From an optimization exercise on the open Yosys and OpenROAD flow, aimed at small area, a short achievable clock period and few clock cycles; shortcuts taken in it are not production practice.
The RTL was checked by simulation tests, not by an equivalence proof against the original design.
Power and IR drop assume default switching activity.

==> design/flow/design.v <==
module bmx_block (
    input  wire        clk,
    input  wire        rst,           
    input  wire        cmd_valid,
    output wire        cmd_ready,
    input  wire [39:0] cmd,
    output wire        rsp_valid,
    input  wire        rsp_ready,
    output wire [7:0]  rsp_err,
    output wire [31:0] rsp_res,
    output wire [3:0]  rsp_len,
    output wire [63:0] rsp_out
);
    localparam [3:0] E_OK = 4'd0, E_SIZE = 4'd1, E_DEPTH = 4'd4, E_CREG = 4'd5,
                     E_FMT = 4'd8, E_STATE = 4'd9, E_ILL = 4'd10, E_IDX = 4'd11,
                     E_RANGE = 4'd12;
    localparam [7:0] OP_NOP = 8'h00, OP_RESET = 8'h01, OP_STATUS = 8'h02, OP_CLRERR = 8'h03,
                     OP_HBWR = 8'h10, OP_HBRD = 8'h11, OP_HINIT = 8'h12, OP_HPARSE = 8'h13,
                     OP_HVALID = 8'h14, OP_HSER = 8'h15, OP_HSETF = 8'h16, OP_HGETF = 8'h17,
                     OP_HPALCNT = 8'h18, OP_HFIXREG = 8'h19, OP_HFIXPAL = 8'h1A,
                     OP_PPACK = 8'h20, OP_PUNPACK = 8'h21, OP_PPACK32 = 8'h22, OP_PUNPACK32 = 8'h23,
                     OP_GBPL = 8'h30, OP_GSTRIDE4 = 8'h31, OP_GD2R = 8'h32, OP_GR2D = 8'h33,
                     OP_GF2D = 8'h34, OP_GF2DS = 8'h35, OP_GD2F = 8'h36, OP_GROWOFF = 8'h37,
                     OP_USTART = 8'h40, OP_UPUSH = 8'h41;
    localparam K_RESET = 0, K_STATUS = 1, K_CLRERR = 2, K_HBWR = 3, K_HBRD = 4,
               K_HINIT = 5, K_PARSE = 6, K_HVALID = 7, K_HSER = 8, K_SETF = 9,
               K_GETF = 10, K_FIXREG = 11, K_FIXPAL = 12, K_GROW = 13, K_USTART = 14,
               K_UPUSH = 15, K_RES = 16, NK = 17;
    reg [23:0]  h_magic;
    reg [7:0]   h_version, h_depth, h_creg;
    reg [15:0]  h_width, h_height;
    reg [7:0]   h_pal_used, h_pal_start;
    reg [15:0]  h_ds;
    reg [7:0]   h_comp, h_border;
    reg [127:0] h_res;           
    reg [3:0]   q;
    reg [255:0] hb;              
    reg [4:0]   p;
    reg         hb_init;         
    reg         hv, ef, ua;
    reg [3:0]   err_q;
    reg [1:0]   ud;              
    reg [15:0]  u_rem;
    reg [15:0]  bpl_q;           
    reg [17:0]  b3_q;            
    reg [1:0]   h_dirty;         
    reg         gact;            
    reg [3:0]   gph;             
    reg [31:0]  gc_r;            
    reg [5:0]   gy;              
    reg [39:0]  c0, c1;
    reg         c0_v, c1_v;
    reg [NK-1:0] c0_k;           
    reg [3:0]   c0_e;            
    reg         rv;
    reg [3:0]   err_r;
    reg [31:0]  res_r;
    reg [3:0]   len_r;
    reg [19:0]  out_r;
    assign cmd_ready = !c1_v;
    assign rsp_valid = rv;
    assign rsp_err   = {4'd0, err_r};
    assign rsp_res   = res_r;
    assign rsp_len   = len_r;
    assign rsp_out   = {7'd0, out_r[19], 7'd0, out_r[18], 7'd0, out_r[17], 7'd0, out_r[16],
                        6'd0, out_r[15:14], 6'd0, out_r[13:12], 4'd0, out_r[11:8], out_r[7:0]};
    wire fire     = cmd_valid && !c1_v;
    wire rsp_free = !rv || rsp_ready;
    function [7:0] hbyte(input integer i);
        hbyte = hb[8*i +: 8];
    endfunction
    function depth_ok_f(input [7:0] d);
        depth_ok_f = (d == 8'd1) || (d == 8'd2) || (d == 8'd4) || (d == 8'd8);
    endfunction
    function [1:0] lg_f(input [7:0] d);
        lg_f = {d[3] | d[2], d[3] | d[1]};
    endfunction
    function [2:0] selw_f(input [7:0] s);
        if (s[7:4] == 4'd1) selw_f = 3'b100;
        else begin
            case (s)
                8'd0:                       selw_f = 3'b110;
                8'd6, 8'd8, 8'd12:          selw_f = 3'b101;
                8'd3, 8'd4, 8'd5, 8'd10, 8'd11, 8'd14, 8'd15: selw_f = 3'b100;
                default:                    selw_f = 3'b000;
            endcase
        end
    endfunction
    function [3:0] validate(input [23:0] magic, input [7:0] version, input [7:0] depth,
                            input [7:0] creg, input [7:0] pal_used, input [15:0] ds);
        reg [9:0] min_start;
        begin
            min_start = 10'd32 + {(pal_used == 8'd0) ? 9'd256 : {1'b0, pal_used}, 1'b0};
            if (magic != 24'h584D42)              validate = 4'd2;
            else if (version != 8'd1)             validate = 4'd3;
            else if (!depth_ok_f(depth))          validate = 4'd4;
            else if (creg > 8'd3)                 validate = 4'd5;
            else if (creg[1:0] != lg_f(depth))    validate = 4'd6;
            else if (ds < {6'd0, min_start})      validate = 4'd7;
            else                                  validate = 4'd0;
        end
    endfunction
    function [15:0] bpl_f(input [15:0] w, input [1:0] lg);
        case (lg)
            2'd0:    bpl_f = {3'd0, w[15:3]} + {15'd0, |w[2:0]};
            2'd1:    bpl_f = {2'd0, w[15:2]} + {15'd0, |w[1:0]};
            2'd2:    bpl_f = {1'd0, w[15:1]} + {15'd0, w[0]};
            default: bpl_f = w;
        endcase
    endfunction
    function [16:0] stride_f(input [15:0] w, input [1:0] lg);
        case (lg)
            2'd0:    stride_f = {({4'd0, w[15:5]} + {14'd0, |w[4:0]}), 2'b00};
            2'd1:    stride_f = {({3'd0, w[15:4]} + {14'd0, |w[3:0]}), 2'b00};
            2'd2:    stride_f = {({2'd0, w[15:3]} + {14'd0, |w[2:0]}), 2'b00};
            default: stride_f = {({1'd0, w[15:2]} + {14'd0, |w[1:0]}), 2'b00};
        endcase
    endfunction
    wire [39:0] cin = c1_v ? c1 : cmd;
    reg [NK-1:0] pk;
    reg [3:0]    pe;
    always @* begin : predecode
        reg [7:0]  o;
        reg [31:0] a;
        reg        z8, z16, z24, z32, z0_24;
        reg        oZ, o16, o8, oN, oG, o24;
        reg        lg_ok, dok, selok, fits;
        reg        i_hbwr, i_hbrd, i_parse, i_setf, i_getf, i_fixpal, i_dchk, i_ustart,
                   i_gr2d, i_gf2d;
        reg        e_idx, e_size, e_range, e_depth, e_creg, e_fmt;
        reg [2:0]  sw;
        o = cin[39:32];
        a = cin[31:0];
        z8    = (a[31:24] == 8'd0);
        z16   = z8 && (a[23:16] == 8'd0);
        z24   = z16 && (a[15:8] == 8'd0);
        z32   = z24 && (a[7:0] == 8'd0);
        z0_24 = (a[23:0] == 24'd0);
        oZ  = (o == OP_NOP) || (o == OP_RESET) || (o == OP_STATUS) || (o == OP_CLRERR) ||
              (o == OP_HINIT) || (o == OP_HVALID) || (o == OP_HSER) || (o == OP_HPALCNT) ||
              (o == OP_HFIXREG);
        o16 = (o == OP_HBWR) || (o == OP_HPARSE) || (o == OP_HFIXPAL) || (o == OP_GROWOFF) ||
              (o == OP_PUNPACK) || (o == OP_PUNPACK32);
        o8  = (o == OP_HBRD) || (o == OP_GD2R) || (o == OP_GR2D) || (o == OP_GF2D) ||
              (o == OP_GF2DS) || (o == OP_GD2F) || (o == OP_UPUSH);
        oN  = (o == OP_HSETF) || (o == OP_PPACK32);
        oG  = (o == OP_HGETF);
        o24 = (o == OP_PPACK) || (o == OP_GBPL) || (o == OP_GSTRIDE4) || (o == OP_USTART);
        lg_ok = (oZ && z32) || (o16 && z16) || (o8 && z24) || oN || (oG && z0_24) || (o24 && z8);
        sw    = selw_f(a[31:24]);
        selok = sw[2];
        fits  = sw[1] || (sw[0] && a[23:16] == 8'd0) || (a[23:8] == 16'd0);
        dok   = depth_ok_f(a[7:0]);
        i_hbwr   = (o == OP_HBWR);
        i_hbrd   = (o == OP_HBRD);
        i_parse  = (o == OP_HPARSE);
        i_setf   = (o == OP_HSETF);
        i_getf   = (o == OP_HGETF);
        i_fixpal = (o == OP_HFIXPAL);
        i_ustart = (o == OP_USTART);
        i_dchk   = (o == OP_GBPL) || (o == OP_GSTRIDE4) || (o == OP_GD2R) || (o == OP_GD2F) ||
                   i_ustart;
        i_gr2d   = (o == OP_GR2D);
        i_gf2d   = (o == OP_GF2D);
        e_idx   = (i_hbwr && a[15:13] != 3'd0) || (i_hbrd && a[7:5] != 3'd0) ||
                  ((i_setf || i_getf) && !selok);
        e_size  = i_parse && (a[15:0] != 16'd32);
        e_range = (i_setf && selok && !fits) ||
                  (i_fixpal && (a[15:0] == 16'd0 || a[15:9] != 7'd0 || (a[8] && a[7:0] != 8'd0)));
        e_depth = i_dchk && !dok;
        e_creg  = i_gr2d && (a[7:2] != 6'd0);
        e_fmt   = i_gf2d && (a[7:2] != 6'd0);
        if (!lg_ok) pe = E_ILL;
        else pe = {e_fmt | e_idx | e_range, e_depth | e_creg | e_range, e_idx,
                   e_size | e_creg | e_idx};
        pk = {NK{1'b0}};
        pk[K_RESET]  = lg_ok && (o == OP_RESET);
        pk[K_STATUS] = lg_ok && (o == OP_STATUS);
        pk[K_CLRERR] = lg_ok && (o == OP_CLRERR);
        pk[K_HBWR]   = lg_ok && i_hbwr && (a[15:13] == 3'd0);
        pk[K_HBRD]   = lg_ok && i_hbrd && (a[7:5] == 3'd0);
        pk[K_HINIT]  = lg_ok && (o == OP_HINIT);
        pk[K_PARSE]  = lg_ok && i_parse && !e_size;
        pk[K_HVALID] = lg_ok && (o == OP_HVALID);
        pk[K_HSER]   = lg_ok && (o == OP_HSER);
        pk[K_SETF]   = i_setf && selok && fits;
        pk[K_GETF]   = lg_ok && i_getf && selok;
        pk[K_FIXREG] = lg_ok && (o == OP_HFIXREG);
        pk[K_FIXPAL] = lg_ok && i_fixpal && !e_range;
        pk[K_GROW]   = lg_ok && (o == OP_GROWOFF);
        pk[K_USTART] = lg_ok && i_ustart && dok;
        pk[K_UPUSH]  = lg_ok && (o == OP_UPUSH);
        pk[K_RES]    = (a[31:28] == 4'd1);
    end
    wire [7:0]  op  = c0[39:32];
    wire [31:0] arg = c0[31:0];
    wire [7:0]  sel = arg[31:24];
    wire [23:0] val = arg[23:0];
    wire        sel_res = c0_k[K_RES];
    wire [1:0]  arg_lg = lg_f(arg[7:0]);
    wire [15:0] arg_width = arg[23:8];
    wire [15:0] bpl_arg = bpl_f(arg_width, arg_lg);
    wire [16:0] stride_arg = stride_f(arg_width, arg_lg);
    wire h_depth_ok = depth_ok_f(h_depth);
    wire [1:0] h_lg = lg_f(h_depth);
    wire [3:0] verr_h = validate(h_magic, h_version, h_depth, h_creg, h_pal_used, h_ds);
    wire [3:0] verr_d = validate({hbyte(2), hbyte(1), hbyte(0)}, hbyte(3), hbyte(4), hbyte(5),
                                 hbyte(10), {hbyte(13), hbyte(12)});
    wire [255:0] ser_h = {h_res, h_border, h_comp, h_ds[7:0], h_ds[15:8],
                          h_pal_start, h_pal_used, h_height, h_width,
                          h_creg, h_depth, h_version, h_magic};
    reg [23:0] field_val;
    always @* begin
        field_val = 24'd0;
        if (sel_res) field_val = {16'd0, h_res[7:0]};
        else begin
            case (sel[3:0])
                4'd0:  field_val = h_magic;
                4'd3:  field_val = {16'd0, h_version};
                4'd4:  field_val = {16'd0, h_depth};
                4'd5:  field_val = {16'd0, h_creg};
                4'd6:  field_val = {8'd0, h_width};
                4'd8:  field_val = {8'd0, h_height};
                4'd10: field_val = {16'd0, h_pal_used};
                4'd11: field_val = {16'd0, h_pal_start};
                4'd12: field_val = {8'd0, h_ds};
                4'd14: field_val = {16'd0, h_comp};
                4'd15: field_val = {16'd0, h_border};
                default: ;
            endcase
        end
    end
    wire [1:0]  cst = (h_comp == 8'd0) ? 2'd0 : (h_comp == 8'd1) ? 2'd1 : 2'd2;
    wire        dec = hv && (cst == 2'd0);
    wire [31:0] status_word = {u_rem, 2'b00, cst, dec, ua, ef, hv, 4'd0, err_q};
    wire [7:0] ub = arg[7:0];
    wire [3:0] per_byte = 4'd8 >> ud;
    wire       rem_small = (u_rem[15:4] == 12'd0) && (u_rem[3:0] <= per_byte);
    wire [3:0] k = rem_small ? u_rem[3:0] : per_byte;
    wire [15:0] rem_sub = u_rem - {12'd0, per_byte};
    wire [15:0] rem_next = rem_small ? 16'd0 : rem_sub;
    reg  [19:0] pix;
    always @* begin
        case (ud)
            2'd0:    pix[7:0] = {7'd0, ub[7]};
            2'd1:    pix[7:0] = {6'd0, ub[7:6]};
            2'd2:    pix[7:0] = {4'd0, ub[7:4]};
            default: pix[7:0] = ub;
        endcase
        case (ud)
            2'd0:    pix[11:8] = {3'd0, ub[6]};
            2'd1:    pix[11:8] = {2'd0, ub[5:4]};
            default: pix[11:8] = ub[3:0];
        endcase
        pix[13:12] = ud[0] ? ub[3:2] : {1'b0, ub[5]};
        pix[15:14] = ud[0] ? ub[1:0] : {1'b0, ub[4]};
        pix[19:16] = {ub[0], ub[1], ub[2], ub[3]};
    end
    wire [3:0]  gph_in = cin[15:12] != 4'd0 ? 4'b0001 : cin[11:6] != 6'd0 ? 4'b0010 : 4'b0100;
    wire [5:0]  gy_in  = cin[15:12] != 4'd0 ? {2'd0, cin[15:12]} :
                         cin[11:6] != 6'd0 ? cin[11:6] : cin[5:0];
    reg  [31:0] gx;
    always @* begin
        case ({gact, gph[2:0]})
            4'b0001: gx = {28'd0, h_ds[15:12]};
            4'b0010: gx = {22'd0, h_ds[15:6]};
            4'b1010: gx = {6'd0, res_r[19:0], h_ds[11:6]};
            4'b1100: gx = {res_r[25:0], h_ds[5:0]};
            default: gx = {16'd0, h_ds};
        endcase
    end
    function [17:0] pp_f(input [1:0] d);
        case (d)
            2'd0: pp_f = 18'd0;
            2'd1: pp_f = {2'd0, bpl_q};
            2'd2: pp_f = {1'd0, bpl_q, 1'b0};
            default: pp_f = b3_q;
        endcase
    endfunction
    function [31:0] maj(input [31:0] a, input [31:0] b, input [31:0] c);
        maj = (a & b) | (a & c) | (b & c);
    endfunction
    wire [31:0] pp0 = {14'd0, pp_f(gy[1:0])};
    wire [31:0] pp1 = {12'd0, pp_f(gy[3:2]), 2'd0};
    wire [31:0] pp2 = {10'd0, pp_f(gy[5:4]), 4'd0};
    wire [31:0] s1  = pp0 ^ pp1 ^ pp2;
    wire [31:0] cy1 = {maj(pp0, pp1, pp2), 1'b0};
    wire [31:0] gcx = !gact ? 32'd0 : gph[1] ? {6'd0, gc_r[19:0], 6'd0} : {gc_r[25:0], 6'd0};
    wire [31:0] s2  = s1 ^ cy1 ^ gx;
    wire [31:0] c2  = {maj(s1, cy1, gx), 1'b0};
    wire [31:0] s3  = s2 ^ c2 ^ gcx;
    wire [31:0] c3  = {maj(s2, c2, gcx), 1'b0};
    wire [31:0] grow = res_r + gc_r;
    wire hb_acc = c0_k[K_HBWR] | c0_k[K_HBRD];
    wire [4:0] hb_idx = c0_k[K_HBWR] ? arg[12:8] : arg[4:0];
    wire hb_al  = (p == hb_idx);
    wire r_al   = (q == sel[3:0]);
    wire r_acc  = (c0_k[K_SETF] | c0_k[K_GETF]) & sel_res;
    reg [3:0] s_err;
    always @* begin
        s_err = E_OK;
        if (c0_k[K_PARSE]) s_err = verr_d;
        if (c0_k[K_HVALID]) s_err = verr_h;
        if ((c0_k[K_FIXREG] | c0_k[K_GROW]) && !h_depth_ok) s_err = E_DEPTH;
        if (c0_k[K_UPUSH] && !ua) s_err = E_STATE;
    end
    wire [3:0] x_err = (c0_e != E_OK) ? c0_e : s_err;
    wire       x_ok  = (c0_e == E_OK) && (s_err == E_OK);
    wire grow_go = c0_k[K_GROW];
    wire wait_c = (hb_acc & !hb_al) | (c0_k[K_PARSE] & (p != 5'd0)) |
                  (c0_k[K_HSER] & (q != 4'd0)) | (r_acc & !r_al) |
                  (grow_go & ((h_dirty != 2'd0) | !gph[3]));
    wire act  = c0_v && !hb_init;                  
    wire done = act && !wait_c && rsp_free;        
    wire c0_free = !c0_v || done;
    wire g_lo = act && grow_go && (h_dirty == 2'd0) && !gph[3] && rsp_free;
    reg [31:0] x_res;
    always @* begin
        x_res = 32'd0;
        case (op)
            OP_STATUS:  x_res = status_word;
            OP_HBRD:    x_res = {24'd0, hb[7:0]};
            OP_HGETF:   x_res = {8'd0, field_val};
            OP_HPALCNT: x_res = (h_pal_used == 8'd0) ? 32'd256 : {24'd0, h_pal_used};
            OP_HFIXREG: x_res = h_depth_ok ? {30'd0, h_lg} : 32'd0;
            OP_HFIXPAL: x_res = 32'd32 + {15'd0, arg[15:0], 1'b0};
            OP_PPACK, OP_PPACK32: x_res = {20'd0, arg[23:20], arg[15:12], arg[7:4]};
            OP_PUNPACK:   x_res = {8'h00, arg[11:8], 4'h0, arg[7:4], 4'h0, arg[3:0], 4'h0};
            OP_PUNPACK32: x_res = {8'hFF, arg[11:8], 4'h0, arg[7:4], 4'h0, arg[3:0], 4'h0};
            OP_GBPL, OP_USTART: x_res = {16'd0, bpl_arg};
            OP_GSTRIDE4: x_res = {15'd0, stride_arg};
            OP_GD2R, OP_GD2F: x_res = {30'd0, arg_lg};
            OP_GR2D, OP_GF2D: x_res = {28'd0, 4'd1 << arg[1:0]};
            OP_GF2DS: x_res = (arg[7:2] != 6'd0) ? 32'h0001_0308
                                                 : {22'd0, arg[1:0], 4'd0, 4'd1 << arg[1:0]};
            OP_GROWOFF: x_res = h_depth_ok ? grow : 32'd0;
            OP_UPUSH:   x_res = ua ? {16'd0, rem_next} : 32'd0;
            default: ;
        endcase
        if (c0_e != E_OK) x_res = 32'd0;
    end
    wire d_ok = done && x_ok;
    wire rot_hb = act && ((hb_acc && (!hb_al || rsp_free)) || (c0_k[K_PARSE] && p != 5'd0));
    wire ld_hb  = hb_init || (done && c0_k[K_HSER]);
    wire [7:0] hb_in = (c0_k[K_HBWR] && hb_al) ? arg[7:0] : hb[7:0];
    wire rot_r = act && ((r_acc && (!r_al || rsp_free)) || (c0_k[K_HSER] && q != 4'd0));
    wire [7:0] r_in = (c0_k[K_SETF] && r_al) ? val[7:0] : h_res[7:0];
    always @(posedge clk) begin
        if (!c1_v) c1 <= cmd;
        if (c0_free) begin
            c0   <= cin;
            c0_k <= pk;
            c0_e <= pe;
            gph  <= gph_in;
            gy   <= gy_in;
        end else if (g_lo) begin
            gph  <= {gph[2:0], 1'b0};
            gy   <= gph[0] ? arg[11:6] : arg[5:0];
            gc_r <= c3;
        end
        if (rst) begin
            c0_v <= 1'b0;
            c1_v <= 1'b0;
        end else begin
            if (c0_free) c0_v <= c1_v || fire;
            c1_v <= c1_v ? !c0_free : (fire && !c0_free);
        end
    end
    always @(posedge clk) begin
        if (rst) begin
            hb_init <= 1'b1;
        end else if (ld_hb) begin
            hb <= ser_h;
            p <= 5'd0;
            hb_init <= 1'b0;
        end else begin
            if (done && c0_k[K_RESET]) hb_init <= 1'b1;
            if (rot_hb) begin
                hb <= {hb_in, hb[255:8]};
                p <= p + 5'd1;
            end
        end
    end
    wire h_clr = rst || (done && (c0_k[K_RESET] || c0_k[K_HINIT]));
    wire h_parse = done && c0_k[K_PARSE];
    wire h_set = done && c0_k[K_SETF] && !sel_res;
    always @(posedge clk) begin
        if (h_clr) begin
            h_magic     <= 24'h584D42;
            h_version   <= 8'd1;
            h_depth     <= 8'd0;
            h_creg      <= 8'd0;
            h_width     <= 16'd0;
            h_height    <= 16'd0;
            h_pal_used  <= 8'd0;
            h_pal_start <= 8'd0;
            h_ds        <= 16'd0;
            h_comp      <= 8'd0;
            h_border    <= 8'd0;
            h_res       <= 128'd0;
            q           <= 4'd0;
        end else if (h_parse) begin
            h_magic     <= {hbyte(2), hbyte(1), hbyte(0)};
            h_version   <= hbyte(3);
            h_depth     <= hbyte(4);
            h_creg      <= hbyte(5);
            h_width     <= {hbyte(7), hbyte(6)};
            h_height    <= {hbyte(9), hbyte(8)};
            h_pal_used  <= hbyte(10);
            h_pal_start <= hbyte(11);
            h_ds        <= {hbyte(13), hbyte(12)};
            h_comp      <= hbyte(14);
            h_border    <= hbyte(15);
            h_res       <= hb[255:128];
            q           <= 4'd0;
        end else begin
            if (h_set) begin
                case (sel[3:0])
                    4'd0:  h_magic     <= val;
                    4'd3:  h_version   <= val[7:0];
                    4'd4:  h_depth     <= val[7:0];
                    4'd5:  h_creg      <= val[7:0];
                    4'd6:  h_width     <= val[15:0];
                    4'd8:  h_height    <= val[15:0];
                    4'd10: h_pal_used  <= val[7:0];
                    4'd11: h_pal_start <= val[7:0];
                    4'd12: h_ds        <= val[15:0];
                    4'd14: h_comp      <= val[7:0];
                    4'd15: h_border    <= val[7:0];
                    default: ;
                endcase
            end
            if (done && c0_k[K_FIXREG] && h_depth_ok) h_creg <= {6'd0, h_lg};
            if (done && c0_k[K_FIXPAL]) begin
                h_pal_used <= arg[7:0];
                h_ds       <= {5'd0, arg[8:0], 1'b0} + 16'd32;
            end
            if (rot_r) begin
                h_res <= {r_in, h_res[127:8]};
                q <= q + 4'd1;
            end
        end
    end
    always @(posedge clk) begin
        bpl_q <= bpl_f(h_width, h_lg);
        b3_q  <= {2'd0, bpl_q} + {1'd0, bpl_q, 1'b0};
        h_dirty <= {h_dirty[0], h_clr || h_parse || h_set};
        if (rst || (done && c0_k[K_RESET])) begin
            hv     <= 1'b0;
            ef     <= 1'b0;
            ua     <= 1'b0;
            err_q  <= 4'd0;
            ud     <= 2'd0;
            u_rem  <= 16'd0;
            gact   <= 1'b0;
        end else begin
            if (done) begin
                if (!c0_k[K_STATUS]) err_q <= x_err;
                if (!x_ok) ef <= 1'b1;
                else if (c0_k[K_CLRERR]) ef <= 1'b0;
                if (c0_k[K_PARSE] || c0_k[K_HVALID]) hv <= x_ok;
                else if (x_ok && (c0_k[K_HINIT] || c0_k[K_SETF] || c0_k[K_FIXREG] ||
                                  c0_k[K_FIXPAL])) hv <= 1'b0;
                if (c0_k[K_USTART]) begin
                    ud    <= arg_lg;
                    u_rem <= arg_width;
                    ua    <= (arg_width != 16'd0);
                end
                if (c0_k[K_UPUSH] && ua) begin
                    u_rem <= rem_next;
                    if (rem_small) ua <= 1'b0;
                end
            end
            if (g_lo) gact <= 1'b1;
            else if (done) gact <= 1'b0;
        end
    end
    always @(posedge clk) begin
        if (rst) rv <= 1'b0;
        else if (done) rv <= 1'b1;
        else if (rsp_ready) rv <= 1'b0;
        if (done) begin
            err_r <= x_err;
            res_r <= x_res;
            len_r <= (c0_k[K_UPUSH] && ua) ? k : 4'd0;
            out_r <= pix;
        end else if (g_lo) begin
            res_r <= s3;
        end
    end
endmodule
==> design/flow/flow/run.sh <==
#!/bin/bash
# Layout flow: the standard ORFS flow (standard synthesis unchanged), with
#  - the port buffers that the flow puts on every input and output made buf_4
#    cells instead of the flow's default pick.
# The clock period, constraints and everything measured are unchanged.
# If a try leaves max-slew, max-cap or setup violations, the next, milder
# setting is tried from scratch. Each try's make output goes to its own log.
set -uo pipefail
RPT=orfs/reports/${FLOW_PLATFORM}/bmx_block/base/6_finish.rpt
clean() {
  [[ -f $RPT ]] || return 1
  grep -q "max slew violation count 0" $RPT || return 1
  grep -q "max cap violation count 0" $RPT || return 1
  grep -q "setup violation count 0" $RPT || return 1
  [[ -s out/final.def ]]
}
PORTS="BUFFER_PORTS_ARGS=-buffer_cell sky130_fd_sc_hd__buf_4"
i=0
for cfg in "SETUP_SLACK_MARGIN=6.6" \
           "SETUP_SLACK_MARGIN=6.6 SKIP_GATE_CLONING=1" \
           "SETUP_SLACK_MARGIN=5 SKIP_GATE_CLONING=1"; do
  i=$((i + 1))
  rm -rf orfs out/final.def
  bash standard.sh "$PORTS" $cfg TNS_END_PERCENT=100 finish > standard_flow_try$i.log 2>&1
  if clean; then exit 0; fi
done
[[ -s out/final.def ]]
==> design/flow/standard.sh <==
#!/bin/bash
# synth_recipe.tcl (not shown) runs the flow's synth.tcl, then flattens the netlist and writes it again
# the make line also repeats each setting of config.mk as NAME=value (left out here)
make -C /OpenROAD-flow-scripts/flow DESIGN_CONFIG=/design/flow/config.mk WORK_HOME=/design/flow/orfs CLKGATE_MAP_FILE= SYNTH_SCRIPT=/design/flow/synth_recipe.tcl "${@:-finish}"
==> design/flow/config.mk <==
export PLATFORM = sky130hd
export DESIGN_NAME = bmx_block
export DESIGN_NICKNAME = bmx_block
export VERILOG_FILES = /design/flow/design.v
export SDC_FILE = /design/flow/constraint.sdc
export NUM_CORES = 4
export LEC_CHECK = 0
export CAP_MARGIN = 20
export CORE_MARGIN = 2
export CORE_UTILIZATION = 55
export CTS_CLUSTER_DIAMETER = 60
export CTS_CLUSTER_SIZE = 30
export SLEW_MARGIN = 20
==> design/flow/constraint.sdc <==
create_clock -name core_clock -period 10.0 [get_ports {clk}]
set_input_delay 2.0000 -clock core_clock [delete_from_list [all_inputs] [get_ports {clk}]]
set_output_delay 2.0000 -clock core_clock [all_outputs]
set_load 0.01 [all_outputs]
==> results of run 1 <==
cell usage in the layout, fill, tap and decap left out, types with 113 or more instances in the layout:
cell type,netlist,routed
inv_1,125,113
a211oi_1,162,150
buf_4,52,244
nand2_1,1005,996
ha_1,124,116
a21oi_1,247,229
mux2i_1,243,239
nor2_1,386,376
o21ai_0,266,251
edfxtp_1,418,418
dfxtp_1,366,361
registers in the layout (all words and copies together), names as in the netlist, 17 cells and up:
name	cells
c0	36
h_magic	24
c0_k	17
gc_r	30
out_r	20
b3_q	18
c1	40
h_res	128
res_r	32
hb	256
how the worst max path moves through the flow:
stage,slack [ns],cells past startpoint,end,from
after global placement,4.18,10,hb[84],rsp_ready
after global routing,6.23,12,c0_e[0],cmd[33]
after floorplan,2.68,6,hb[0],rsp_ready
after detailed placement,4.16,10,hb[156],rsp_ready
after CTS,6.33,10,c0_k[2],cmd[25]
final,6.35,11,c0_e[0],cmd[34]
report_power, final:
part	internal [mW]	leakage, nW	total [mW]	switching, mW
Clock	1.67	1.36	3.22	1.55
Sequential	3.55	7.04	3.71	0.161
Combinational	0.392	13.5	1.14	0.752
metal layers:
metal / vias up / global-route usage / wire [um]
li1: 18100 / - / -
met1: 19700 / 0.529 / 67300
met2: 2438 / 0.563 / 72100
met3: 553 / 0.0811 / 19200
met4: 6 / 0.189 / 9940
met5: - / 0.00170 / 33
logic make-up after synthesis:
| group | Yosys count |
|---|---|
| compound gates | 1149 |
| xor+xnor | 156 |
| fa+ha+maj | 174 |
| buf+inv | 532 |
| flops | 784 |
| mux | 309 |
| other cells | 1 |
| simple gates | 1917 |
final cells by class:
cell class | count | area, um^2
fill | 6867 | 29000
multi-input combinational | 3761 | 24900
sequential | 784 | 19900
timing repair buffer | 325 | 3530
clock buffer | 78 | 1900
tap | 1070 | 1340
clock inverter | 59 | 913
inverter | 127 | 549
timing repair inverter | 1 | 7.51
antenna | 2 | 5.00
metrics by stage:
| stage | area (um^2) | worst slack (ns) | util | hold slack, ns |
|---|---|---|---|---|
| 5_1_grt | 53000 | 6.23 | 0.647 | 0.431 |
| 6_report | 53000 | 6.35 | 0.647 | 0.419 |
| 2_1_floorplan | 45900 | 2.68 | - | 0.379 |
| 4_1_cts | 51700 | 6.33 | 0.631 | 0.436 |
| 3_5_place_dp | 46800 | 4.16 | 0.571 | 0.404 |
| 3_3_place_gp | 46800 | 4.18 | 0.571 | 0.396 |
cells in the mapped netlist, drive strengths merged (10+ instances only):
cell        n  area (um^2)
nand2    1005         3770
edfxtp    418        12600
nor2      387         1460
dfxtp     366         7330
o21ai     270         1350
clkbuf    250          938
a21oi     248         1240
mux2i     244         2450
a211oi    162         1220
buf       155          898
inv       127          477
ha        124         1550
nor3      100          532
xnor2      89          780
nand3      88          440
xor2       67          587
a22o       64          561
mux2       64          728
and2       58          363
a22oi      50          375
a31oi      50          313
fa         50         1000
nor4       42          305
nand4      37          231
nor2b      37          231
o211ai     30          225
a21o       28          210
a221oi     28          245
and3       28          175
nand2b     24          150
o22ai      23          163
a222oi     19          190
or3        18          113
nor3b      16          125
o21a       15          113
or2        15         93.8
a311oi     14          123
o21bai     14          105
and4       13          114
nor4b      13          129
o221ai     13          114
o31ai      12         90.1
o41ai      12          113
a32oi      11         96.3
o2111ai    10         87.6
repair_timing:
item | CTS | global route
pin swaps | 41 | 62
hold endpoints to repair | 0 | 0
gates cloned | 26 | 7
buffers inserted | 66 | 55
setup endpoints to repair | 966 | 520
gates resized for setup | 207 | 151
==> results.json, run 1 <==
{
  "synth_warnings": 1,
  "hold_viol": 0,
  "hp-class": "reg2reg",
  "dp_cells": 5914,
  "reg2reg_to": "res_r[6]",
  "h-tree-depth": 3,
  "die_y_um": 292,
  "synth_top_family_by_area": "simple AND/OR/NAND/NOR gates",
  "synth-seq-area-share": 0.437,
  "initial_core_util": 0.555,
  "worst_setup_path_end_kind": "flop",
  "syn_inst": 5022,
  "routed_wl_um": 169000,
  "drt_iter0_markers": 5810,
  "crit_fanout": 6,
  "die_area_um2": 85100,
  "hpwl_um": 106000,
  "r2r_slack_ns": 6.36,
  "worstPathCellList": "buf_4 -> nor3_2 -> or2_2 -> nand3b_1 -> nor2b_1 -> o41ai_2 -> a21oi_2 -> nor4_4 -> buf_4 -> buf_12 -> a21oi_4",
  "drive_above_1_share": 0.149,
  "status": "no timing/DRC/antenna violations",
  "rsz0062_at_grt": "yes",
  "slew_headroom": 0.231,
  "fp.coreArea_um2": 82000,
  "synth.distinct_cells": 102,
  "cts-root-buf": "clkbuf_16",
  "avgViaCountPerCell": 6.58,
  "dr.pass1.iters": 6,
  "setup_viol": 0,
  "synth-xor-area-share": 0.0300,
  "drt-wirelength-per-cell_um": 27.2,
  "synth_edf_count": 418,
  "antenna_found_initial": 7,
  "grt_max_degree": 109,
  "period_needed_ns": 3.65,
  "tns_ns": 0,
  "drc": 0,
  "postSynthAreaPerCell_um2": 9.06,
  "slowest_delay_ns": 0.38,
  "clk_latency_ns": 0.68,
  "clock_path_buffers": 3,
  "final_cells": 6207,
  "synth_simple_gate_area_frac": 0.188,
  "cts_tree": "built",
  "worstHoldPathCells": 0,
  "start_kind": "input port",
  "hold_start": "h_dirty[0]",
  "p_leak_nw": 21.9,
  "grt-ovfl-total": 0,
  "power_mw": 8.07,
  "fmax_mhz": 274,
  "cts.sinks": 784,
  "r2r_cells": 7,
  "vias": 40900,
  "rows": 105,
  "cp_common_cell": "buf_4",
  "synthArstFlopShare": 0,
  "clk_pin_slew_ns": 0.07,
  "cpLargestDelayFamily": "simple AND/OR/NAND/NOR gates",
  "ant_nets": 0,
  "area_growth_pct": 16.5,
  "finalMaxSlewViolations": 0,
  "critPathKind": "in2reg",
  "pin_count": 154,
  "die_w_um": 292,
  "ir_drop_uv": 151,
  "grt_pass1_vias": 37500,
  "crit_slowest_cell": "nor4_4",
  "synth_area_um2": 45500,
  "gp_congestion": 0.991,
  "synth_compound_area_frac": 0.168,
  "grt_pass1_wl_um": 246000,
  "timing.final.crit_share": 0.365,
  "ys_ff_latch": 784,
  "fin_nets": 5292,
  "cp.arrival_ns": 4.02,
  "required_ns": 10.37,
  "synthAdderAreaFrac": 0.0561,
  "drv_cap": 0,
  "synthFlopType": "edfxtp_1",
  "fin_skew_ns": 0.0446,
  "numCtsBuffers": 74,
  "tightest_slew_ns": 1.14,
  "r2r_start": "c0[4]",
  "port_buffers": 105,
  "track_usage": 0.381,
  "path_buf_inv": 3,
  "hold_buffers": 0,
  "power_density_nw_per_um2": 152,
  "synth_mux_area_frac": 0.0702,
  "hold_path_end": "h_dirty[1]"
}
Testbench counts, summed over its fixed seeds: cycles 6,593.
==> inputs of run 2 (changes only) <==
--- a/design/flow/design.v
+++ b/design/flow/design.v
@@ -45,9 +45,8 @@
     reg [17:0]  b3_q;            
     reg [1:0]   h_dirty;         
     reg         gact;            
-    reg [3:0]   gph;             
-    reg [31:0]  gc_r;            
-    reg [5:0]   gy;              
+    reg [7:0]   gi;              
+    reg [2:0]   gsel;            
     reg [39:0]  c0, c1;
     reg         c0_v, c1_v;
     reg [NK-1:0] c0_k;           
@@ -256,41 +255,39 @@
         pix[15:14] = ud[0] ? ub[1:0] : {1'b0, ub[4]};
         pix[19:16] = {ub[0], ub[1], ub[2], ub[3]};
     end
-    wire [3:0]  gph_in = cin[15:12] != 4'd0 ? 4'b0001 : cin[11:6] != 6'd0 ? 4'b0010 : 4'b0100;
-    wire [5:0]  gy_in  = cin[15:12] != 4'd0 ? {2'd0, cin[15:12]} :
-                         cin[11:6] != 6'd0 ? cin[11:6] : cin[5:0];
-    reg  [31:0] gx;
+    reg [7:0] gi_in;
     always @* begin
-        case ({gact, gph[2:0]})
-            4'b0001: gx = {28'd0, h_ds[15:12]};
-            4'b0010: gx = {22'd0, h_ds[15:6]};
-            4'b1010: gx = {6'd0, res_r[19:0], h_ds[11:6]};
-            4'b1100: gx = {res_r[25:0], h_ds[5:0]};
-            default: gx = {16'd0, h_ds};
+        casez (cin[15:0])
+            16'b1???????????????, 16'b01??????????????: gi_in = 8'b10000000;
+            16'b001?????????????, 16'b0001????????????: gi_in = 8'b01000000;
+            16'b00001???????????, 16'b000001??????????: gi_in = 8'b00100000;
+            16'b0000001?????????, 16'b00000001????????: gi_in = 8'b00010000;
+            16'b000000001???????, 16'b0000000001??????: gi_in = 8'b00001000;
+            16'b00000000001?????, 16'b000000000001????: gi_in = 8'b00000100;
+            16'b0000000000001???, 16'b00000000000001??: gi_in = 8'b00000010;
+            default:                                    gi_in = 8'b00000001;
         endcase
     end
-    function [17:0] pp_f(input [1:0] d);
-        case (d)
-            2'd0: pp_f = 18'd0;
-            2'd1: pp_f = {2'd0, bpl_q};
-            2'd2: pp_f = {1'd0, bpl_q, 1'b0};
-            default: pp_f = b3_q;
-        endcase
-    endfunction
-    function [31:0] maj(input [31:0] a, input [31:0] b, input [31:0] c);
-        maj = (a & b) | (a & c) | (b & c);
-    endfunction
-    wire [31:0] pp0 = {14'd0, pp_f(gy[1:0])};
-    wire [31:0] pp1 = {12'd0, pp_f(gy[3:2]), 2'd0};
-    wire [31:0] pp2 = {10'd0, pp_f(gy[5:4]), 4'd0};
-    wire [31:0] s1  = pp0 ^ pp1 ^ pp2;
-    wire [31:0] cy1 = {maj(pp0, pp1, pp2), 1'b0};
-    wire [31:0] gcx = !gact ? 32'd0 : gph[1] ? {6'd0, gc_r[19:0], 6'd0} : {gc_r[25:0], 6'd0};
-    wire [31:0] s2  = s1 ^ cy1 ^ gx;
-    wire [31:0] c2  = {maj(s1, cy1, gx), 1'b0};
-    wire [31:0] s3  = s2 ^ c2 ^ gcx;
-    wire [31:0] c3  = {maj(s2, c2, gcx), 1'b0};
-    wire [31:0] grow = res_r + gc_r;
+    reg [1:0]  gd, gdn, gdc;
+    reg [15:0] gds;              
+    integer gk;
+    always @* begin
+        gd = 2'd0; gdn = 2'd0; gdc = 2'd0; gds = 16'd0;
+        for (gk = 0; gk < 8; gk = gk + 1) begin
+            gd  = gd  | (cin[2*gk +: 2] & {2{gi_in[gk]}});
+            if (gk < 7) gdn = gdn | (arg[2*gk +: 2] & {2{gi[gk+1]}});
+            gdc = gdc | (h_ds[2*gk +: 2] & {2{gi[gk]}});
+            gds = gds | ((h_ds >> (2*gk)) & {16{gi[gk]}});
+        end
+    end
+    wire [31:0] gx = gact ? {res_r[29:0], gdc} : {16'd0, gds};
+    wire [2:0]  gsel_in = {gd == 2'd3, gd == 2'd2, gd == 2'd1};
+    wire [2:0]  gsel_nx = {gdn == 2'd3, gdn == 2'd2, gdn == 2'd1};
+    wire [17:0] gpp = ({18{gsel[0]}} & {2'd0, bpl_q}) | ({18{gsel[1]}} & {1'd0, bpl_q, 1'b0}) |
+                      ({18{gsel[2]}} & b3_q);
+    wire [18:0] grow_lo = {1'b0, gx[17:0]} + {1'b0, gpp};
+    wire [13:0] gx_hi1  = gx[31:18] + 14'd1;
+    wire [31:0] grow = {grow_lo[18] ? gx_hi1 : gx[31:18], grow_lo[17:0]};
     wire hb_acc = c0_k[K_HBWR] | c0_k[K_HBRD];
     wire [4:0] hb_idx = c0_k[K_HBWR] ? arg[12:8] : arg[4:0];
     wire hb_al  = (p == hb_idx);
@@ -309,11 +306,11 @@
     wire grow_go = c0_k[K_GROW];
     wire wait_c = (hb_acc & !hb_al) | (c0_k[K_PARSE] & (p != 5'd0)) |
                   (c0_k[K_HSER] & (q != 4'd0)) | (r_acc & !r_al) |
-                  (grow_go & ((h_dirty != 2'd0) | !gph[3]));
+                  (grow_go & ((h_dirty != 2'd0) | !gi[0]));
     wire act  = c0_v && !hb_init;                  
     wire done = act && !wait_c && rsp_free;        
     wire c0_free = !c0_v || done;
-    wire g_lo = act && grow_go && (h_dirty == 2'd0) && !gph[3] && rsp_free;
+    wire g_lo = act && grow_go && (h_dirty == 2'd0) && !gi[0] && rsp_free;
     reg [31:0] x_res;
     always @* begin
         x_res = 32'd0;
@@ -333,7 +330,7 @@
             OP_GR2D, OP_GF2D: x_res = {28'd0, 4'd1 << arg[1:0]};
             OP_GF2DS: x_res = (arg[7:2] != 6'd0) ? 32'h0001_0308
                                                  : {22'd0, arg[1:0], 4'd0, 4'd1 << arg[1:0]};
-            OP_GROWOFF: x_res = h_depth_ok ? grow : 32'd0;
+            OP_GROWOFF: x_res = 32'd0;       
             OP_UPUSH:   x_res = ua ? {16'd0, rem_next} : 32'd0;
             default: ;
         endcase
@@ -351,12 +348,11 @@
             c0   <= cin;
             c0_k <= pk;
             c0_e <= pe;
-            gph  <= gph_in;
-            gy   <= gy_in;
+            gi   <= gi_in;
+            gsel <= gsel_in;
         end else if (g_lo) begin
-            gph  <= {gph[2:0], 1'b0};
-            gy   <= gph[0] ? arg[11:6] : arg[5:0];
-            gc_r <= c3;
+            gi   <= {1'b0, gi[7:1]};
+            gsel <= gsel_nx;
         end
         if (rst) begin
             c0_v <= 1'b0;
@@ -479,13 +475,12 @@
         if (rst) rv <= 1'b0;
         else if (done) rv <= 1'b1;
         else if (rsp_ready) rv <= 1'b0;
+        if (g_lo || (done && c0_k[K_GROW] && h_depth_ok)) res_r <= grow;
+        else if (done) res_r <= x_res;
         if (done) begin
             err_r <= x_err;
-            res_r <= x_res;
             len_r <= (c0_k[K_UPUSH] && ua) ? k : 4'd0;
             out_r <= pix;
-        end else if (g_lo) begin
-            res_r <= s3;
         end
     end
 endmodule
==> run 2 against run 1 <==
Effect of this change:
- synthesized cell count is 5.9% lower
- combinational power hardly changed
- register-to-register slack worse by 0.08 ns
- routed wire length is 5.0% lower
- hold slack worse by 0.021 ns
==> results.json, run 2 <==
{
  "worstHoldPathCells": 0,
  "drt_iter0_markers": 5323,
  "fin_util": 0.654,
  "drv_cap": 0,
  "synth_edf_count": 389,
  "slowest_delay_ns": 0.49,
  "worstPathCellList": "nor4_2 -> nand2_1 -> nor3_2 -> a31oi_1 -> ha_1 -> or4bb_4 -> nor3_4 -> a211oi_4 -> o311a_1 -> a211o_1 -> nor3_4 -> o41ai_2 -> a41o_1",
  "syn_inst": 4724,
  "crit_slowest_cell": "or4bb_4",
  "gp_congestion": 0.993,
  "slew_headroom": 0.313,
  "hpwl_um": 99000,
  "grt-ovfl-total": 0,
  "synth_area_um2": 42200,
  "synthFlopType": "edfxtp_1",
  "ir_drop_uv": 173,
  "pin_count": 154,
  "synth-xor-area-share": 0.0338,
  "synth_commonest_cells": "959 x nand2_1, 389 x edfxtp_1, 383 x nor2_1",
  "rows": 101,
  "largest_register_ffs": 256,
  "final_cell_mix": "950 x nand2_1, 389 x edfxtp_1, 373 x nor2_1",
  "clk_latency_ns": 0.68,
  "clk_pin_slew_ns": 0.09,
  "synth_mux_area_frac": 0.0735,
  "antenna_found_initial": 2,
  "finalMaxSlewViolations": 0,
  "yosysMostFrequentCell": "nand2_1",
  "dr.pass1.iters": 7,
  "synth_top_family_by_area": "simple AND/OR/NAND/NOR gates",
  "die_y_um": 281,
  "synth_simple_gate_area_frac": 0.195,
  "synth_top_area_cell": "edfxtp_1",
  "critPathKind": "reg2reg",
  "timing.final.crit_share": 0.372,
  "track_usage": 0.384,
  "tightest_slew_ns": 1.03,
  "fillerInstances": 6297,
  "h-tree-depth": 2,
  "final_common_cell": "nand2_1",
  "synthArstFlopShare": 0,
  "grt_pass1_wl_um": 229000,
  "hold_viol": 0,
  "fin_skew_ns": 0.0455,
  "vias": 38500,
  "r2r_slack_ns": 6.28,
  "cts.sinks": 755,
  "avgViaCountPerCell": 6.54,
  "drt-wirelength-per-cell_um": 27.2,
  "required_ns": 10.57,
  "tns_ns": 0,
  "clock_path_buffers": 3,
  "setup_viol": 0,
  "drive_above_1_share": 0.166,
  "initial_core_util": 0.556,
  "fin_nets": 4948,
  "routed_wl_um": 160000,
  "start_kind": "flop",
  "cp_common_cell": "nor3_4",
  "drc": 0,
  "synth-seq-area-share": 0.450,
  "hold_start": "h_dirty[0]",
  "cp.arrival_ns": 4.29,
  "fp.coreArea_um2": 75900,
  "numCtsBuffers": 60,
  "reg.largest.list": "hb (256), h_res (128), c1 (40)",
  "r2r_start": "hb[86]",
  "top_register": "hb",
  "synthAdderAreaFrac": 0.0284,
  "ys_ff_latch": 755,
  "cts-root-buf": "clkbuf_16",
  "power_mw": 7.47,
  "port_buffers": 105,
  "power_density_nw_per_um2": 150,
  "rsz0062_at_grt": "yes",
  "synth.top_cell.area_share": 0.277,
  "postSynthAreaPerCell_um2": 8.94,
  "fmax_mhz": 268,
  "crit_fanout": 3,
  "reg2reg_to": "hv",
  "status": "no timing/DRC/antenna violations",
  "r2r_cells": 13,
  "path_buf_inv": 0,
  "hold_buffers": 0,
  "period_needed_ns": 3.72,
  "p_leak_nw": 19.7,
  "ant_nets": 0,
  "die_area_um2": 79000,
  "hold_path_end": "h_dirty[1]",
  "hp-class": "reg2reg",
  "synth_area_leaders": "edfxtp_1 28%, dfxtp_1 17%, nand2_1 8.5%, mux2i_1 6.2%, a211oi_1 3.6%",
  "cts_tree": "built",
  "area_growth_pct": 17.8,
  "worst_setup_path_end_kind": "flop",
  "cpLargestDelayFamily": "simple AND/OR/NAND/NOR gates",
  "synth.distinct_cells": 101,
  "synth_warnings": 1,
  "synth_compound_area_frac": 0.165,
  "die_w_um": 281,
  "grt_max_degree": 168,
  "grt_pass1_vias": 35000
}
==> run 2: cell families (layout without fill, tap and decap cells) <==
| logic type | Yosys count | in the layout |
|---|---|---|
| AO/OA/AOI/OAI | 1033 | 1036 |
| flip-flops | 755 | 755 |
| other | 1 | 49 |
| adder cells (fa/ha/maj) | 94 | 94 |
| buffers and inverters | 523 | 607 |
| XOR/XNOR | 163 | 163 |
| multiplexers | 301 | 301 |
| AND/OR/NAND/NOR | 1854 | 1857 |
==> run 2: worst max path at each step <==
stage | end | slack, ns | cells after the start | startpoint
2_1_floorplan | hb[0] | 2.53 | 8 | rsp_ready
3_3_place_gp | hb[254] | 4.24 | 8 | rsp_ready
3_5_place_dp | hb[248] | 4.17 | 8 | rsp_ready
4_1_cts | c0_e[3] | 6.33 | 9 | cmd[14]
5_1_grt | hv | 6.17 | 13 | hb[86]
6_report | hv | 6.28 | 13 | hb[86]
==> run 2: power by group <==
part | total [mW] | switching [mW] | internal (mW)
Sequential | 3.59 | 0.169 | 3.42
Combinational | 1.15 | 0.749 | 0.405
Clock | 2.72 | 1.48 | 1.25
Total | 7.47 | 2.39 | 5.07
==> run 2: timing repair <==
item / 4_1_cts / 5_1_grt
endpoints found under the setup margin: 995 / 724
pin swaps: 90 / 58
gates resized for setup: 256 / 131
cloned: 19 / 10
buffers inserted: 109 / 73
==> run 2: final cells by class <==
cell class,count,area (um^2),share of cell area
multi-input cells,3499,22800,0.459
flip-flops and latches,755,19000,0.383
repair buffers,372,3750,0.0755
clock buffers,60,1500,0.0302
well taps,1030,1290,0.0259
clock inverters,53,774,0.0156
inverters,121,534,0.0107
repair inverters,1,8.76,0.000176
diodes,1,2.50,0.0000503
==> run 2: routing by layer <==
metal / track usage / vias up / part of all wire
met5: 0 / - / 0
met4: 0.198 / 0 / 0.061
met3: 0.0787 / 522 / 0.12
met2: 0.564 / 2452 / 0.43
met1: 0.536 / 18400 / 0.39
li1: - / 17100 / -
==> run 2: through the flow <==
stage                     instances  setup slack [ns]  hold WS, ns  cell area [um^2]
after floorplan                4771              2.53        0.352             42600
after global placement         5566              4.24        0.383             43400
after detailed placement       5567              4.17        0.380             43400
after CTS                      5808              6.33        0.401             48300
after global routing           5891              6.17        0.410             49700
final                          5892              6.28        0.399             49700
Testbench counts of run 2, summed over its fixed seeds: cycles 6,594.
==> inputs of run 3 (changes only) <==
--- a/design/flow/design.v
+++ b/design/flow/design.v
@@ -56,7 +56,8 @@
     reg [31:0]  res_r;
     reg [3:0]   len_r;
     reg [19:0]  out_r;
-    assign cmd_ready = !c1_v;
+    reg         rdy_o;           
+    assign cmd_ready = rdy_o;
     assign rsp_valid = rv;
     assign rsp_err   = {4'd0, err_r};
     assign rsp_res   = res_r;
@@ -87,15 +88,18 @@
     endfunction
     function [3:0] validate(input [23:0] magic, input [7:0] version, input [7:0] depth,
                             input [7:0] creg, input [7:0] pal_used, input [15:0] ds);
-        reg [9:0] min_start;
+        reg [9:0] pu_start;
+        reg       ds_low;
         begin
-            min_start = 10'd32 + {(pal_used == 8'd0) ? 9'd256 : {1'b0, pal_used}, 1'b0};
+            pu_start = {1'b0, pal_used, 1'b0} + 10'd32;
+            ds_low = (pal_used == 8'd0) ? (ds < 16'd544)
+                                        : (ds[15:10] == 6'd0 && ds[9:0] < pu_start);
             if (magic != 24'h584D42)              validate = 4'd2;
             else if (version != 8'd1)             validate = 4'd3;
             else if (!depth_ok_f(depth))          validate = 4'd4;
             else if (creg > 8'd3)                 validate = 4'd5;
             else if (creg[1:0] != lg_f(depth))    validate = 4'd6;
-            else if (ds < {6'd0, min_start})      validate = 4'd7;
+            else if (ds_low)                      validate = 4'd7;
             else                                  validate = 4'd0;
         end
     endfunction
@@ -173,22 +177,22 @@
         else pe = {e_fmt | e_idx | e_range, e_depth | e_creg | e_range, e_idx,
                    e_size | e_creg | e_idx};
         pk = {NK{1'b0}};
-        pk[K_RESET]  = lg_ok && (o == OP_RESET);
-        pk[K_STATUS] = lg_ok && (o == OP_STATUS);
-        pk[K_CLRERR] = lg_ok && (o == OP_CLRERR);
-        pk[K_HBWR]   = lg_ok && i_hbwr && (a[15:13] == 3'd0);
-        pk[K_HBRD]   = lg_ok && i_hbrd && (a[7:5] == 3'd0);
-        pk[K_HINIT]  = lg_ok && (o == OP_HINIT);
-        pk[K_PARSE]  = lg_ok && i_parse && !e_size;
-        pk[K_HVALID] = lg_ok && (o == OP_HVALID);
-        pk[K_HSER]   = lg_ok && (o == OP_HSER);
+        pk[K_RESET]  = z32 && (o == OP_RESET);
+        pk[K_STATUS] = z32 && (o == OP_STATUS);
+        pk[K_CLRERR] = z32 && (o == OP_CLRERR);
+        pk[K_HBWR]   = z16 && i_hbwr && (a[15:13] == 3'd0);
+        pk[K_HBRD]   = z24 && i_hbrd && (a[7:5] == 3'd0);
+        pk[K_HINIT]  = z32 && (o == OP_HINIT);
+        pk[K_PARSE]  = z16 && i_parse && (a[15:0] == 16'd32);
+        pk[K_HVALID] = z32 && (o == OP_HVALID);
+        pk[K_HSER]   = z32 && (o == OP_HSER);
         pk[K_SETF]   = i_setf && selok && fits;
-        pk[K_GETF]   = lg_ok && i_getf && selok;
-        pk[K_FIXREG] = lg_ok && (o == OP_HFIXREG);
-        pk[K_FIXPAL] = lg_ok && i_fixpal && !e_range;
-        pk[K_GROW]   = lg_ok && (o == OP_GROWOFF);
-        pk[K_USTART] = lg_ok && i_ustart && dok;
-        pk[K_UPUSH]  = lg_ok && (o == OP_UPUSH);
+        pk[K_GETF]   = z0_24 && i_getf && selok;
+        pk[K_FIXREG] = z32 && (o == OP_HFIXREG);
+        pk[K_FIXPAL] = z16 && i_fixpal && !e_range;
+        pk[K_GROW]   = z16 && (o == OP_GROWOFF);
+        pk[K_USTART] = z8 && i_ustart && dok;
+        pk[K_UPUSH]  = z24 && (o == OP_UPUSH);
         pk[K_RES]    = (a[31:28] == 4'd1);
     end
     wire [7:0]  op  = c0[39:32];
@@ -357,9 +361,11 @@
         if (rst) begin
             c0_v <= 1'b0;
             c1_v <= 1'b0;
+            rdy_o <= 1'b1;
         end else begin
             if (c0_free) c0_v <= c1_v || fire;
             c1_v <= c1_v ? !c0_free : (fire && !c0_free);
+            rdy_o <= !(c1_v ? !c0_free : (fire && !c0_free));
         end
     end
     always @(posedge clk) begin
==> design/flow/flow/run.sh (replaced) <==
#!/bin/bash
# Layout flow: the standard ORFS flow (standard synthesis unchanged), with
#  - the port buffers that the flow puts on every input and output made buf_4
#    cells instead of the flow's default pick.
# The clock period, constraints and everything measured are unchanged.
# A try is kept if its final report shows no max-slew, max-cap or setup
# violation and no flip-flop clock pin slower than 125 ps; otherwise the next,
# milder setting is tried from scratch. Each try's output goes to its own log.
set -uo pipefail
B=orfs/results/${FLOW_PLATFORM}/bmx_block/base
RPT=orfs/reports/${FLOW_PLATFORM}/bmx_block/base/6_finish.rpt
clkslew() {
  cat > clkslew.tcl <<TCL
foreach lib [glob $FLOW_HOME/platforms/${FLOW_PLATFORM}/lib/*tt*.lib] { read_liberty \$lib }
read_db $B/6_final.odb
read_sdc $B/6_final.sdc
read_spef $B/6_final.spef
set_propagated_clock [all_clocks]
set mx 0
foreach p [get_pins -hierarchical */CLK] {
  set s [get_property \$p slew_max]
  if {\$s > \$mx} { set mx \$s }
}
puts "CLKSLEW \$mx"
TCL
  openroad -no_init -exit clkslew.tcl > clkslew_try$i.log 2>&1
  awk '/^CLKSLEW/ {print ($2 <= 0.125) ? "ok" : "bad"}' clkslew_try$i.log
}
clean() {
  [[ -f $RPT ]] || return 1
  grep -q "max slew violation count 0" $RPT || return 1
  grep -q "max cap violation count 0" $RPT || return 1
  grep -q "setup violation count 0" $RPT || return 1
  [[ -s out/final.def ]] || return 1
  [[ "$(clkslew)" == ok ]]
}
PORTS="BUFFER_PORTS_ARGS=-buffer_cell sky130_fd_sc_hd__buf_4"
i=0
for cfg in "SETUP_SLACK_MARGIN=6.45" \
           "SETUP_SLACK_MARGIN=6.45 CTS_CLUSTER_SIZE=30 CTS_CLUSTER_DIAMETER=60 SKIP_GATE_CLONING=1" \
           "SETUP_SLACK_MARGIN=5 CTS_CLUSTER_SIZE=20 CTS_CLUSTER_DIAMETER=50 SKIP_GATE_CLONING=1"; do
  i=$((i + 1))
  rm -rf orfs out/final.def
  bash standard.sh "$PORTS" $cfg TNS_END_PERCENT=100 finish > standard_flow_try$i.log 2>&1
  if clean; then exit 0; fi
done
[[ -s out/final.def ]]
--- a/design/flow/config.mk
+++ b/design/flow/config.mk
@@ -7,7 +7,7 @@
 export LEC_CHECK = 0
 export CAP_MARGIN = 20
 export CORE_MARGIN = 2
-export CORE_UTILIZATION = 55
-export CTS_CLUSTER_DIAMETER = 60
-export CTS_CLUSTER_SIZE = 30
+export CORE_UTILIZATION = 60
+export CTS_CLUSTER_DIAMETER = 70
+export CTS_CLUSTER_SIZE = 36
 export SLEW_MARGIN = 20
==> run 3 against run 2 <==
Effect of this change:
- critical endpoint is now res_r[23]
- sequential power up 2%
- highest routed layer is now met5
- critical path depth up 1
- synthesized area about the same
- total power down 1.6%
- critical path type unchanged
- routed wire length down 4.1%
==> results.json, run 3 <==
{
  "timing.final.crit_share": 0.373,
  "vias": 37900,
  "synthArstFlopShare": 0,
  "die_w_um": 269,
  "tightest_slew_ns": 1.07,
  "fin_skew_ns": 0.0364,
  "slew_headroom": 0.278,
  "yosysMostFrequentCell": "nand2_1",
  "grt_pass1_wl_um": 224000,
  "period_needed_ns": 3.73,
  "grt-ovfl-total": 0,
  "drive_above_1_share": 0.128,
  "final_common_cell": "nand2_1",
  "synthFlopType": "edfxtp_1",
  "postSynthAreaPerCell_um2": 8.99,
  "final_cell_mix": "955 x nand2_1, 389 x edfxtp_1, 365 x nor2_1",
  "finalMaxSlewViolations": 0,
  "dr.pass1.iters": 12,
  "critPathKind": "reg2reg",
  "fin_nets": 4840,
  "syn_inst": 4696,
  "rows": 97,
  "rsz0062_at_grt": "yes",
  "die_y_um": 269,
  "crit_fanout": 7,
  "synth.distinct_cells": 121,
  "largest_register_ffs": 256,
  "pin_count": 154,
  "routed_wl_um": 154000,
  "synth_commonest_cells": "960 x nand2_1, 389 x edfxtp_1, 371 x nor2_1",
  "avgViaCountPerCell": 6.66,
  "hold_buffers": 0,
  "fp.coreArea_um2": 69900,
  "synth_top_area_cell": "edfxtp_1",
  "port_buffers": 105,
  "grt_pass1_vias": 34800,
  "clock_path_buffers": 3,
  "required_ns": 10.40,
  "synth_edf_count": 389,
  "p_leak_nw": 19.3,
  "synth_area_leaders": "edfxtp_1 28%, dfxtp_1 17%, nand2_1 8.5%, mux2i_1 6.5%, nor2_1 3.3%",
  "drt-wirelength-per-cell_um": 27.0,
  "status": "no timing/DRC/antenna violations",
  "synth.top_cell.area_share": 0.277,
  "die_area_um2": 72500,
  "numCtsBuffers": 56,
  "top_register": "hb",
  "layout_setup_ws_ns": 6.27,
  "clk_latency_ns": 0.68,
  "drt_iter0_markers": 5794,
  "worst_setup_path_end_kind": "flop",
  "cts_tree": "built",
  "start_kind": "flop",
  "fillerInstances": 5687,
  "reg.largest.list": "hb (256), h_res (128), c1 (40)",
  "hpwl_um": 94600,
  "cp.arrival_ns": 4.13,
  "ir_drop_uv": 193,
  "cts-root-buf": "clkbuf_16",
  "area_growth_pct": 12.8,
  "hold_viol": 0,
  "fmax_mhz": 268,
  "tns_ns": 0,
  "setup_viol": 0,
  "drv_cap": 0,
  "power_density_nw_per_um2": 154,
  "pre_cts_ws_ns": 3.96,
  "synth_area_um2": 42200,
  "h-tree-depth": 2,
  "synth-seq-area-share": 0.451,
  "drc": 0,
  "track_usage": 0.401,
  "ys_ff_latch": 756,
  "antenna_found_initial": 9,
  "synth_warnings": 1,
  "initial_core_util": 0.604,
  "clk_pin_slew_ns": 0.10,
  "cts.sinks": 756,
  "gp_congestion": 1.04,
  "grt_max_degree": 128,
  "ant_nets": 0,
  "hp-class": "reg2reg"
}
## run 3: logic make-up (layout without fill, tap and decap cells)
kind of cell / count (synthesis) / after routing / synth area share
muxes: 311 / 311 / 0.0755
xor gates and xnor gates: 162 / 162 / 0.0336
and+or+nand+nor: 1800 / 1800 / 0.187
AOI/OAI and AO/OA: 1057 / 1057 / 0.169
other: 1 / 51 / 0.0000888
adders and majority gates: 94 / 94 / 0.0284
DFF: 756 / 756 / 0.451
buffers and inverters: 515 / 522 / 0.0562
## run 3: metrics by stage
stage                     power [mW]  hold WS, ns  instance area [um^2]  cells  utilization
final                           7.35        0.374                 47600   5693        0.681
after global routing            7.55        0.376                 47600   5690        0.681
after CTS                       7.22        0.361                 46400   5624        0.664
after detailed placement        4.70        0.347                 43200   5448        0.618
after global placement          4.69        0.349                 43200   5448        0.618
after floorplan                 4.34        0.332                 42700   4743            -
## run 3: layout make-up
cell class | instances | area (um^2) | share of cell area
diodes | 3 | 7.51 | 0.000158
clock buffers | 65 | 1500 | 0.0314
clock inverters | 41 | 484 | 0.0102
inverters | 117 | 480 | 0.0101
multi-input cells | 3472 | 21800 | 0.458
flip-flops and latches | 756 | 19000 | 0.400
well taps | 940 | 1180 | 0.0247
repair buffers | 299 | 3120 | 0.0655
## run 3: worst paths after layout
path	from	to	slack, ns	cells after the start
worst max-delay path	gi[0]	res_r[23]	6.27	14
worst min-delay path	h_dirty[0]	h_dirty[1]	0.37	0
worst max register to register	gi[0]	res_r[23]	6.27	14
worst min register to register	h_dirty[0]	h_dirty[1]	0.37	0
## run 3: worst max-delay path, cell delays in order (launching register included)
cell	delay [ns]
edfxtp_1	0.43
buf_12	0.17
a222oi_1	0.60
mux2i_1	0.17
ha_1	0.37
and3_4	0.17
and3b_1	0.17
a211oi_2	0.27
nand3_1	0.17
a31oi_4	0.33
buf_4	0.17
nor3b_2	0.04
nand3_1	0.12
xnor2_2	0.14
o22ai_1	0.11
## run 3: metal layers
layer / vias up / wire [um] / track usage
met5: - / 13 / 0
met2: 2442 / 65300 / 0.586
met1: 18100 / 59200 / 0.547
met4: 2 / 9380 / 0.209
li1: 16800 / - / -
met3: 569 / 19800 / 0.106
## run 3: what timing repair did
item,4_1_cts,5_1_grt
buffers inserted,70,66
setup endpoints to repair,850,538
endpoints found under the hold margin,0,0
gates resized for setup,63,103
gates cloned,0,0
pin swaps,20,57
## run 3: power by group
| group | switching, mW | internal, mW | leakage, nW |
|---|---|---|---|
| Combinational | 0.801 | 0.410 | 11.6 |
| Sequential | 0.197 | 3.46 | 6.73 |
| Clock | 1.30 | 1.18 | 0.956 |
| Total | 2.30 | 5.05 | 19.3 |
Testbench counts of run 3, summed over its fixed seeds: cycles 6,594.
==> inputs of run 4 (changes only) <==
--- a/design/flow/flow/run.sh
+++ b/design/flow/flow/run.sh
@@ -36,8 +36,8 @@
 }
 PORTS="BUFFER_PORTS_ARGS=-buffer_cell sky130_fd_sc_hd__buf_4"
 i=0
-for cfg in "SETUP_SLACK_MARGIN=6.45" \
-           "SETUP_SLACK_MARGIN=6.45 CTS_CLUSTER_SIZE=30 CTS_CLUSTER_DIAMETER=60 SKIP_GATE_CLONING=1" \
+for cfg in "SETUP_SLACK_MARGIN=6.55" \
+           "SETUP_SLACK_MARGIN=6.55 CTS_CLUSTER_SIZE=24 CTS_CLUSTER_DIAMETER=50 SKIP_GATE_CLONING=1" \
            "SETUP_SLACK_MARGIN=5 CTS_CLUSTER_SIZE=20 CTS_CLUSTER_DIAMETER=50 SKIP_GATE_CLONING=1"; do
   i=$((i + 1))
   rm -rf orfs out/final.def
--- a/design/flow/config.mk
+++ b/design/flow/config.mk
@@ -7,7 +7,7 @@
 export LEC_CHECK = 0
 export CAP_MARGIN = 20
 export CORE_MARGIN = 2
-export CORE_UTILIZATION = 60
-export CTS_CLUSTER_DIAMETER = 70
-export CTS_CLUSTER_SIZE = 36
+export CORE_UTILIZATION = 55
+export CTS_CLUSTER_DIAMETER = 60
+export CTS_CLUSTER_SIZE = 30
 export SLEW_MARGIN = 20
==> run 4 against run 3 <==
Effect of this change:
- still clean
- total power rose by 5.4%
- maximum frequency rose by 3.2%
- combinational power barely moved
- global-route usage fell by 2.0 points
- largest cell class unchanged
==> results.json, run 4 <==
{
  "status": "no timing/DRC/antenna violations",
  "top_register": "hb",
  "largest_register_ffs": 256,
  "synthAdderAreaFrac": 0.0284,
  "grt_pass1_vias": 34600,
  "pre_cts_ws_ns": 4.12,
  "h-tree-depth": 3,
  "initial_core_util": 0.556,
  "synthArstFlopShare": 0,
  "synth_mux_area_frac": 0.0755,
  "post_dp_cell_area_um2": 43400,
  "cts-root-buf": "clkbuf_16",
  "antenna_found_initial": 8,
  "fin_util": 0.636,
  "finalMaxSlewViolations": 0,
  "synth_commonest_cells": "960 x nand2_1, 389 x edfxtp_1, 371 x nor2_1",
  "fp.coreArea_um2": 75900,
  "hpwl_um": 98400,
  "pin_count": 154,
  "die_area_um2": 79000,
  "grt_max_degree": 119,
  "tns_ns": 0,
  "required_ns": 10.47,
  "fin_nets": 4864,
  "timing.final.crit_share": 0.361,
  "drt-wirelength-per-cell_um": 26.9,
  "vias": 37900,
  "grt_pass1_wl_um": 226000,
  "port_buffers": 105,
  "setup_viol": 0,
  "layout_setup_ws_ns": 6.39,
  "routed_wl_um": 156000,
  "die_w_um": 281,
  "fin_area_um2": 48300,
  "power_density_nw_per_um2": 161,
  "hold_buffers": 0,
  "tightest_slew_ns": 1.09,
  "ir_drop_uv": 130,
  "start_kind": "flop",
  "final_common_cell": "nand2_1",
  "synth-xor-area-share": 0.0336,
  "reg.largest.list": "hb (256), h_res (128), c1 (40)",
  "synth_edf_count": 389,
  "slew_headroom": 0.275,
  "synth_top_family_by_area": "simple AND/OR/NAND/NOR gates",
  "synth.top_cell.area_share": 0.277,
  "drt_iter0_markers": 5154,
  "fmax_mhz": 277,
  "crit_fanout": 12,
  "final_cell_mix": "952 x nand2_1, 389 x edfxtp_1, 362 x nor2_1",
  "track_usage": 0.381,
  "synthFlopType": "edfxtp_1",
  "clk_pin_slew_ns": 0.09,
  "synth_top_area_cell": "edfxtp_1",
  "cts_tree": "built",
  "ys_ff_latch": 756,
  "synth.distinct_cells": 121,
  "ant_nets": 0,
  "synth_compound_area_frac": 0.169,
  "drv_cap": 0,
  "synth_area_um2": 42200,
  "fin_skew_ns": 0.0459,
  "gp_congestion": 1.03,
  "worst_setup_path_end_kind": "flop",
  "rows": 101,
  "dr.pass1.iters": 8,
  "synth_warnings": 1,
  "cts.sinks": 756,
  "synth_area_leaders": "edfxtp_1 28%, dfxtp_1 17%, nand2_1 8.5%, mux2i_1 6.5%, nor2_1 3.3%",
  "numCtsBuffers": 67,
  "synth-seq-area-share": 0.451,
  "avgViaCountPerCell": 6.51,
  "drive_above_1_share": 0.143,
  "die_y_um": 281,
  "hp-class": "reg2reg",
  "critPathKind": "reg2reg",
  "area_growth_pct": 14.3,
  "grt-ovfl-total": 0,
  "synth_simple_gate_area_frac": 0.187,
  "clk_latency_ns": 0.66,
  "clock_path_buffers": 3,
  "cp.arrival_ns": 4.08,
  "yosysMostFrequentCell": "nand2_1",
  "period_needed_ns": 3.61,
  "drc": 0,
  "rsz0062_at_grt": "yes",
  "postSynthAreaPerCell_um2": 8.99,
  "p_leak_nw": 19.5,
  "syn_inst": 4696,
  "hold_viol": 0
}
## run 4: cell counts after synthesis
Identical to the previous run, type by type.
## run 4: per-stage QoR
step	hold WS (ns)	instances	total power [mW]
floorplan	0.332	4743	4.35
global placement	0.358	5544	4.71
detailed placement	0.362	5544	4.72
CTS	0.379	5748	7.64
global route	0.389	5811	7.96
finish	0.382	5819	7.75
## run 4: cell families (layout without fill, tap and decap cells)
kind of cell | count (synthesis) | in the layout
buf+inv | 515 | 543
simple gates | 1800 | 1805
xor+xnor | 162 | 162
other cells | 1 | 56
fa+ha+maj | 94 | 94
mux | 311 | 311
compound gates | 1057 | 1062
flops | 756 | 756
## run 4: path summary, 6_finish.rpt
path,startpoint,cells past startpoint,to,slack (ns)
worst max-delay path,c0[36],7,res_r[6],6.39
worst min-delay path,h_dirty[0],0,h_dirty[1],0.38
worst max register to register,c0[36],7,res_r[6],6.39
worst min register to register,h_dirty[0],0,h_dirty[1],0.38
## run 4: cell type report
type | instances | area, um^2
antenna | 8 | 20.0
clock buffer | 76 | 1770
clock inverter | 48 | 617
fill | 6474 | 27700
inverter | 117 | 487
multi-input combinational | 3482 | 22100
sequential | 756 | 19000
tap | 1030 | 1290
timing repair buffer | 299 | 2860
timing repair inverter | 3 | 28.8
## run 4: timing repair
| item | 4_1_cts | 5_1_grt |
|---|---|---|
| resized for setup | 135 | 115 |
| pin swaps | 45 | 63 |
| gates cloned | 17 | 6 |
| endpoints found under the setup margin | 849 | 611 |
| setup buffers | 63 | 57 |
## run 4: report_power, final
| group | total, mW | switching, mW | internal (mW) | leakage (nW) |
|---|---|---|---|---|
| registers | 3.66 | 0.190 | 3.47 | 6.74 |
| clock network | 2.85 | 1.44 | 1.41 | 1.14 |
| logic | 1.24 | 0.827 | 0.417 | 11.7 |
## run 4: routing by layer
layer / wire [um] / vias to the layer above / track usage
met1: 62600 / 18300 / 0.519
met2: 67600 / 2194 / 0.567
li1: - / 16900 / -
met5: 37 / - / 0
met4: 8770 / 6 / 0.190
met3: 17300 / 469 / 0.0877
## run 4: critical path, cell delays in order, from the launching register on
cell	delay [ns]
edfxtp_1	0.51
or3b_1	0.46
or4b_1	0.61
or4_4	0.71
a31oi_2	0.59
a2111oi_2	0.07
a211o_1	0.38
o21ai_0	0.09
